Background: an optimization exercise with open tools, aiming at small area, a short achievable clock period and few clock cycles. Do not read the settings as production practice. The RTL of this run was laid out without a check of its function. Power is estimated from default activity; no workload was simulated.

### flow/design.v
module pm25_codec (
    input  wire         clk,
    input  wire         rst,         
    input  wire         req_valid,
    input  wire [31:0]  req_word,
    input  wire [5:0]   req_nops,    
    input  wire [255:0] req_ops,     
    output wire         busy,
    input  wire         rx_valid,
    input  wire [1:0]   rx_kind,     
    input  wire [7:0]   rx_byte,
    output wire         rx_ready,
    output reg  [2:0]   st,
    output reg  [1:0]   rop,
    output wire [7:0]   nrx,
    output reg          len_vld,
    output wire [15:0]  lenf_r,
    output reg          lmatch,
    output reg          csc_vld,
    output wire [15:0]  csc,
    output reg          csr_vld,
    output reg  [15:0]  csr,
    output wire [5:0]   flen,
    output wire [255:0] fbuf,
    output reg          cbuf_vld,
    output wire [55:0]  cbuf
);
    localparam [2:0] ST_OK      = 3'd0,
                     ST_TIMEOUT = 3'd1,
                     ST_LENMIS  = 3'd2,
                     ST_CSUM    = 3'd3,
                     ST_TERR    = 3'd4,
                     ST_ILLEGAL = 3'd6,
                     ST_NONE    = 3'd7;
    reg         s_h0, s_h1, s_lh, s_ll, s_bd, s_vs;
    reg         busy_r;      
    reg         rxr;         
    reg         pol;         
    reg  [5:0]  tg;          
    reg  [5:0]  idx;         
    reg  [6:0]  cnt;         
    reg  [12:0] acc;         
    reg  [7:0]  fb  [2:31];  
    reg  [23:0] cbd;         
    reg  [9:0]  cck;         
    reg  [255:0] vsr;        
    assign busy     = busy_r;
    assign rx_ready = rxr;
    assign nrx      = {busy_r, cnt};         
    assign flen     = idx;
    assign csc      = {{3{~csc_vld}}, acc};  
    wire fsy = |idx[5:1];
    assign fbuf[7:0]  = {~fsy, fsy, ~fsy, ~fsy, ~fsy, ~fsy, fsy, ~fsy};   
    assign fbuf[15:8] = {~fsy, fsy, ~fsy, ~fsy, fsy, fsy, ~fsy, fsy};     
    genvar g;
    generate
        for (g = 2; g < 32; g = g + 1) begin : g_fbuf
            assign fbuf[8*g+7:8*g] = fb[g];
        end
    endgenerate
    assign lenf_r = {fb[2], fb[3]};
    wire cv = cbuf_vld;
    assign cbuf[7:0]   = {~cv, cv, ~cv, ~cv, ~cv, ~cv, cv, ~cv};           
    assign cbuf[15:8]  = {~cv, cv, ~cv, ~cv, cv, cv, ~cv, cv};             
    assign cbuf[39:16] = cbd;
    assign cbuf[47:40] = {{6{~cv}}, cck[9:8]};
    assign cbuf[55:48] = cck[7:0];
    wire [3:0]  w_op    = req_word[3:0];
    wire [7:0]  w_arg8  = req_word[15:8];
    wire [15:0] w_arg16 = req_word[31:16];
    wire sync_ok = (w_op == 4'h1) && (req_word[7:5] == 3'b000) &&
                   (w_arg16 == 16'h0000) && (w_arg8 >= 8'd6) && (w_arg8 <= 8'd32);
    wire enc_ok  = (w_op == 4'h2) && (req_word[7:4] == 4'h0);
    wire ver_ok  = (w_op == 4'h3) && (req_word[7:4] == 4'h0) &&
                   (w_arg16 == 16'h0000) && (w_arg8 >= 8'd2) && (w_arg8 <= 8'd32) &&
                   ({2'b00, req_nops} == w_arg8);
    wire [9:0]  enc_sum = 10'h08F + {2'b00, w_arg8} + {2'b00, w_arg16[15:8]} +
                          {2'b00, w_arg16[7:0]};
    wire take = req_valid && !busy_r;
    wire        fire  = rx_valid && rxr;
    wire        isb   = (rx_kind == 2'd0);
    wire        istmo = (rx_kind == 2'd1);
    wire        b42   = (rx_byte == 8'h42);
    wire        b4d   = (rx_byte == 8'h4D);
    wire        at2e  = (cnt == {tg, 1'b0});    
    wire        at2e1 = (cnt == {tg, 1'b1});    
    wire        stor  = s_lh || s_ll || s_bd;   
    wire [5:0]  em4   = tg - 6'd4;
    wire        hi0   = (fb[2] == 8'h00);
    wire        lm    = hi0 && (rx_byte == {2'b00, em4});
    wire        lless = hi0 && (rx_byte < {2'b00, em4});
    wire [5:0]  tnew  = lless ? (rx_byte[5:0] + 6'd4) : tg;
    wire [12:0] accn  = acc + {5'd0, csr[15:8]};
    wire        ckeqh = (csr[7:5] == 3'd0) && (accn[12:8] == csr[4:0]);
    wire        ckok  = ckeqh && (rx_byte == accn[7:0]);
    wire        last  = (s_bd && (idx + 6'd1 == tg)) ||
                        (s_ll && pol && hi0 && (rx_byte == 8'h00));
    wire [7:0]  v0 = (tg >= 6'd3) ? vsr[7:0]   : 8'd0;
    wire [7:0]  v1 = (tg >= 6'd4) ? vsr[15:8]  : 8'd0;
    wire [7:0]  v2 = (tg >= 6'd5) ? vsr[23:16] : 8'd0;
    wire [7:0]  v3 = (tg >= 6'd6) ? vsr[31:24] : 8'd0;
    wire [12:0] vacc = acc + {5'd0, v0} + {5'd0, v1} + {5'd0, v2} + {5'd0, v3};
    wire        vlast = (tg <= 6'd6);
    reg  [15:0] vcsr;
    always @(*) begin
        case (tg[2:0])
            3'd2:    vcsr = {vsr[7:0],   vsr[15:8]};
            3'd3:    vcsr = {vsr[15:8],  vsr[23:16]};
            3'd4:    vcsr = {vsr[23:16], vsr[31:24]};
            3'd5:    vcsr = {vsr[31:24], vsr[39:32]};
            default: vcsr = {vsr[39:32], vsr[47:40]};
        endcase
    end
    always @(posedge clk) begin
        if (rst) begin
            s_h0     <= 1'b0;
            s_h1     <= 1'b0;
            s_lh     <= 1'b0;
            s_ll     <= 1'b0;
            s_bd     <= 1'b0;
            s_vs     <= 1'b0;
            busy_r   <= 1'b0;
            rxr      <= 1'b0;
            st       <= ST_NONE;
            rop      <= 2'd0;
            cnt      <= 7'd0;
            idx      <= 6'd0;
            len_vld  <= 1'b0;
            csc_vld  <= 1'b0;
            csr_vld  <= 1'b0;
            cbuf_vld <= 1'b0;
        end else if (take) begin
            len_vld <= 1'b0;
            csc_vld <= 1'b0;
            csr_vld <= 1'b0;
            cnt     <= 7'd0;
            if (sync_ok) begin
                s_h0   <= 1'b1;
                busy_r <= 1'b1;
                rxr    <= 1'b1;
                idx    <= 6'd0;
            end else if (enc_ok) begin
                cbuf_vld <= 1'b1;
                csc_vld  <= 1'b1;
                st       <= ST_OK;
                rop      <= 2'd2;
            end else if (ver_ok) begin
                s_vs   <= 1'b1;
                busy_r <= 1'b1;
            end else begin
                st  <= ST_ILLEGAL;
                rop <= 2'd0;
            end
        end else if (s_vs) begin
            if (vlast) begin
                s_vs    <= 1'b0;
                busy_r  <= 1'b0;
                csc_vld <= 1'b1;
                csr_vld <= 1'b1;
                st      <= (vacc == vcsr[12:0] && vcsr[15:13] == 3'd0) ? ST_OK : ST_CSUM;
                rop     <= 2'd3;
            end
        end else if (fire) begin
            cnt <= cnt + 7'd1;
            if (!isb) begin
                {s_h0, s_h1, s_lh, s_ll, s_bd} <= 5'd0;
                busy_r <= 1'b0;
                rxr    <= 1'b0;
                st     <= istmo ? ST_TIMEOUT : ST_TERR;
                rop    <= 2'd1;
            end else begin
                if (stor)
                    idx <= idx + 6'd1;
                if (s_h0) begin
                    if (b42) begin
                        s_h0 <= 1'b0;
                        s_h1 <= 1'b1;
                    end else if (at2e) begin
                        s_h0   <= 1'b0;
                        busy_r <= 1'b0;
                        rxr    <= 1'b0;
                        st     <= ST_TIMEOUT;
                        rop    <= 2'd1;
                    end
                end
                if (s_h1) begin
                    if (b4d) begin
                        s_h1 <= 1'b0;
                        s_lh <= 1'b1;
                        idx  <= 6'd2;
                    end else if (at2e1 || (!b42 && at2e)) begin
                        s_h1   <= 1'b0;
                        busy_r <= 1'b0;
                        rxr    <= 1'b0;
                        st     <= ST_TIMEOUT;
                        rop    <= 2'd1;
                    end else if (!b42) begin
                        s_h1 <= 1'b0;
                        s_h0 <= 1'b1;
                    end
                end
                if (s_lh) begin
                    s_lh <= 1'b0;
                    s_ll <= 1'b1;
                end
                if (s_ll) begin
                    len_vld <= 1'b1;
                    s_ll    <= 1'b0;
                    if (!pol && !lm) begin
                        busy_r <= 1'b0;
                        rxr    <= 1'b0;
                        st     <= ST_LENMIS;
                        rop    <= 2'd1;
                    end else if (!last) begin
                        s_bd <= 1'b1;
                    end
                end
                if (last) begin
                    s_bd    <= 1'b0;
                    busy_r  <= 1'b0;
                    rxr     <= 1'b0;
                    csc_vld <= 1'b1;
                    csr_vld <= 1'b1;
                    st      <= ckok ? ST_OK : ST_CSUM;
                    rop     <= 2'd1;
                end
            end
        end
    end
    integer i;
    always @(posedge clk) begin
        if (take) begin
            tg  <= w_arg8[5:0];
            pol <= req_word[4];
            acc <= (w_op[1] && !w_op[0]) ? {3'd0, enc_sum} : 13'd0;
        end else if (s_vs) begin
            tg  <= tg - 6'd4;
            acc <= vacc;
            csr <= vcsr;
        end else if (fire) begin
            csr <= {csr[7:0], rx_byte};
            if (stor)
                acc <= accn;
            if (s_ll)
                tg <= pol ? tnew : tg;
        end
        if (s_ll && fire)
            lmatch <= lm;
    end
    always @(posedge clk) begin
        if (take && enc_ok) begin
            cbd   <= {w_arg16[7:0], w_arg16[15:8], w_arg8};
            cck   <= enc_sum;
        end
    end
    always @(posedge clk) begin
        for (i = 2; i < 32; i = i + 1)
            if (stor && idx[4:0] == i)
                fb[i] <= rx_byte;
    end
    always @(posedge clk) begin
        vsr[255:224] <= req_ops[255:224];
        if (s_vs)
            vsr[223:0] <= vsr[255:32];
        else
            vsr[223:0] <= req_ops[223:0];
    end
endmodule
### flow/run.sh
#!/bin/bash
# synth_recipe.tcl (not shown) runs the flow's synth.tcl, then flattens the netlist and writes it again
# the make line also repeats each setting of config.mk as NAME=value (left out here)
make -C /OpenROAD-flow-scripts/flow DESIGN_CONFIG=/design/flow/config.mk WORK_HOME=/design/flow/orfs CLKGATE_MAP_FILE= SYNTH_SCRIPT=/design/flow/synth_recipe.tcl finish
### flow/config.mk
export PLATFORM = sky130hd
export DESIGN_NAME = pm25_codec
export DESIGN_NICKNAME = pm25_codec
export VERILOG_FILES = /design/flow/design.v
export SDC_FILE = /design/flow/constraint.sdc
export NUM_CORES = 4
export LEC_CHECK = 0
export CAP_MARGIN = 35
export CORE_MARGIN = 2
export CORE_UTILIZATION = 30
export SLEW_MARGIN = 20
### flow/constraint.sdc
create_clock -name core_clock -period 10.0 [get_ports {clk}]
set_input_delay 2.0000 -clock core_clock [delete_from_list [all_inputs] [get_ports {clk}]]
set_output_delay 2.0000 -clock core_clock [all_outputs]
set_load 0.01 [all_outputs]
==> qor.yml <==
status: "timing/DRC/antenna clean"
numCtsBuffers: 68
first_pass_iters: 5
finalHoldViolations: 0
netlist_area_um2: 24300
path_cells: "buf_4, inv_1, o211ai_1, nand2_1, fa_1, fa_1, inv_1, fa_1, ha_1, fa_1, a21oi_1, nor2_1, o311ai_0, a21oi_1, nand3b_1, a2111oi_0, and4_1, o311ai_1"
avgSynthCellArea_um2: 13.4
ir_drop_mv: 0.173
placed_area_um2: 32100
hold_buffers: 0
yosys_warnings: 2
clock_latency_ns: 0.61
path_buf_inv: 3
post-cts-setup-buffers: 0
drcViolationCount: 0
wl_per_cell_um: 22.6
netlist_instances: 1808
grt_start_max_net_pins: 69
routabilityCongestion: 0.879
yosys_most_used_dff: "edfxtp_1"
criticalPathCategory: "reg -> reg"
grt_pass1_vias: 17100
pwr-share-seq_pct: 38.6
worstSetupEndpointType: "register"
dieArea_um2: 83300
synth_seq_cells: 597
grt.overflow.total: 0
cts_root_buf: "clkbuf_16"
drv_slew: 0
max_slew.worst_pin.slew_ns: 0.837
seq_area_frac_synth_pct: 62.0
rsz0062_at_grt: "no"
cts.repair.resized: 0
ant_nets: 0
setup_slack_ns: 3.83
drive_gt1_share_pct: 15.6
setup-violations-final: 0
grt_pass1_wl_um: 115000
switching_share_pct: 30.0
htreeDepth: 3
hold_class: "reg -> reg"
p_clk_share_pct: 34.5
rows: 104
fp.dieW_um: 289
core_area_um2: 80400
synth_top_area_share_pct: 38.4
initial_utilization_pct: 30.2
p_sw_mw: 2.21
cts_tree: "done"
portBuffers: 693
worst_path_most_repeated_cell: "fa_1"
slew_headroom_pct: 44.0
clock-sinks: 597
crit_path_max_fanout: 36
arrival_ns: 6.64
routed_wl_um: 81200
post-route-min-period_ns: 6.17
hpwl_um: 62100
gr-usage-all-layers_pct: 18.9
pre_cts_slack_ns: 3.87
cp_slowest_cell: "o211ai_1"
leakagePower_nw: 12.6
routed_via_density: 4.70
first_iter_violations: 983
setup_tns_ns: 0
clockBufferDepth: 3
syn2layout_area_growth_pct: 41.6
worstPathRequired_ns: 10.47
timing.fmax_mhz: 162
fin_skew_ns: 0.0208
io_pins: 694
pwr-share-comb_pct: 26.9
slowest_delay_ns: 0.63
synth_edf_count: 311
total_power_mw: 7.36
startpoint_type: "register"
fin_area_um2: 34400
r2r_slack_ns: 3.83
clk_pin_slew_ns: 0.06
maxCapViolCount: 0
placed_cells: 3459
final_cell_mix: "687 x clkdlybuf4s50_1, 311 x edfxtp_1, 285 x dfxtp_1"
critPathTopFamily: "adder cells"
nets: 2872
antenna_found_initial: 11
finalCritPeriodShare_pct: 61.7
fillerInstances: 7290
synth_top_cell_by_area: "edfxtp_1"
die_y_um: 289
intPower_mw: 5.16
async_flop_share_pct: 0
yosysUniqueCellTypes: 81
yosys-top-cells-area: "edfxtp_1 38%, dfxtp_1 24%, mux2_2 10%, ha_1 2.9%, fa_1 2.6%"
layout_commonest_cell: "clkdlybuf4s50_1"
routed-via-count: 16900
power_density_nw_per_um2: 214
fin_cells: 3588
syn-num-nets: 2205
## power by group through the flow
stage	clock, mW	combinational, mW	sequential [mW]
3_3_place_gp	0	1.95	2.90
4_1_cts	2.61	1.97	2.85
3_5_place_dp	0	1.96	2.90
2_1_floorplan	0	1.40	2.83
6_report	2.54	1.98	2.84
5_1_grt	2.69	2.18	2.86
## synthesized netlist by cell type (all sizes together) (18+ instances only)
cell type  count
a211oi        18
a21oi         63
buf           71
clkbuf        53
dfxtp        286
edfxtp       311
fa            32
ha            57
inv           72
mux2         228
mux2i         31
nand2         77
nand3         22
nor2         112
nor2b         21
nor3          19
o21ai         56
xnor2         49
xor2          21
## final timing paths
| kind | cells past startpoint | end | startpoint |
|---|---|---|---|
| max | 18 | st[1]$_SDFFE_PP1P_ | tg[0]$_DFFE_PP_ |
| max reg2reg | 18 | st[1]$_SDFFE_PP1P_ | tg[0]$_DFFE_PP_ |
| min | 1 | vsr[76]$_DFF_P_ | vsr[108]$_DFF_P_ |
| min reg2reg | 1 | vsr[76]$_DFF_P_ | vsr[108]$_DFF_P_ |
## per-layer routing
layer,part of all wire (%),routed length [µm],GRT usage [%],up-vias
li1,-,-,-,7806
met1,38,30700,21.7,8178
met2,51,41700,34.1,748
met3,8.0,6490,4.83,121
met4,2.8,2250,6.08,10
met5,0.078,63,0,-
## state kept, by name (all words and copies together), names as in the netlist, 2 cells and up
| register | flops |
|---|---|
| rop | 2 |
| cnt | 7 |
| acc | 13 |
| csr | 16 |
| idx | 6 |
| st | 3 |
| cck | 10 |
| tg | 6 |
| vsr | 256 |
| cbd | 24 |
| fb | 240 |
## worst register-to-register path: cells and delay by family, from the launching register on
family	cells	cell delay, ns
AND/OR/NAND/NOR	4	0.83
buffers and inverters	3	0.75
AO/OA/AOI/OAI	6	1.96
adder cells (fa/ha/maj)	5	2.20
flip-flops	1	0.32
## stage by stage
| stage | hold WS [ns] | utilization [%] |
|---|---|---|
| after floorplan | 0.433 | - |
| after global placement | 0.438 | 39.8 |
| after detailed placement | 0.438 | 39.9 |
| after CTS | 0.447 | 42.7 |
| after global routing | 0.454 | 42.8 |
| final | 0.443 | 42.8 |
## area by class of cell
| class | instances | area (µm²) | share of cell area (%) |
|---|---|---|---|
| diodes | 2 | 5.00 | 0.0145 |
| clock buffers | 77 | 1760 | 5.10 |
| clock inverters | 44 | 520 | 1.51 |
| inverters | 73 | 274 | 0.796 |
| multi-input cells | 1014 | 8320 | 24.2 |
| flip-flops and latches | 597 | 15100 | 43.8 |
| well taps | 1060 | 1330 | 3.85 |
| repair buffers | 721 | 7150 | 20.8 |
## kinds of logic after synthesis
logic type / count (synthesis) / share of synthesized area, %
mux: 259 / 11.9
xor+xnor: 73 / 2.80
simple gates: 362 / 7.54
fa+ha+maj: 89 / 5.57
flops: 597 / 62.0
buf+inv: 197 / 3.97
compound gates: 231 / 6.30

[re-timing with driven ports]
Ports are ideal in the flow. The routed layout listed here was re-timed in OpenROAD.
Step 1 (the two cells are an assumption about what drives the block):
set clk [get_ports {clk}]
set_driving_cell -lib_cell sky130_fd_sc_hd__clkbuf_16 $clk
set_driving_cell -lib_cell sky130_fd_sc_hd__buf_2 [delete_from_list [all_inputs] $clk]
Step 2 also shifts input and output timing later by t, the mid clock arrival at the registers, as if the neighbouring blocks saw the same clock.
Three values: ideal ports, drivers, drivers and shift; two values: the first two.
t, ns: 0.665
setup WS [ns]: 3.830 / 3.830 / 3.830
worst hold slack (ns): 0.443 / 0.443 / 0.443
worst setup path after step 2: register to register
slew at the worst register clock pin (ns): 0.06 / 0.06
After both steps setup and hold are still met in this run. For this run, drivers alone change the setup slack by 0.000 ns; drivers and shift together by 0.000 ns.
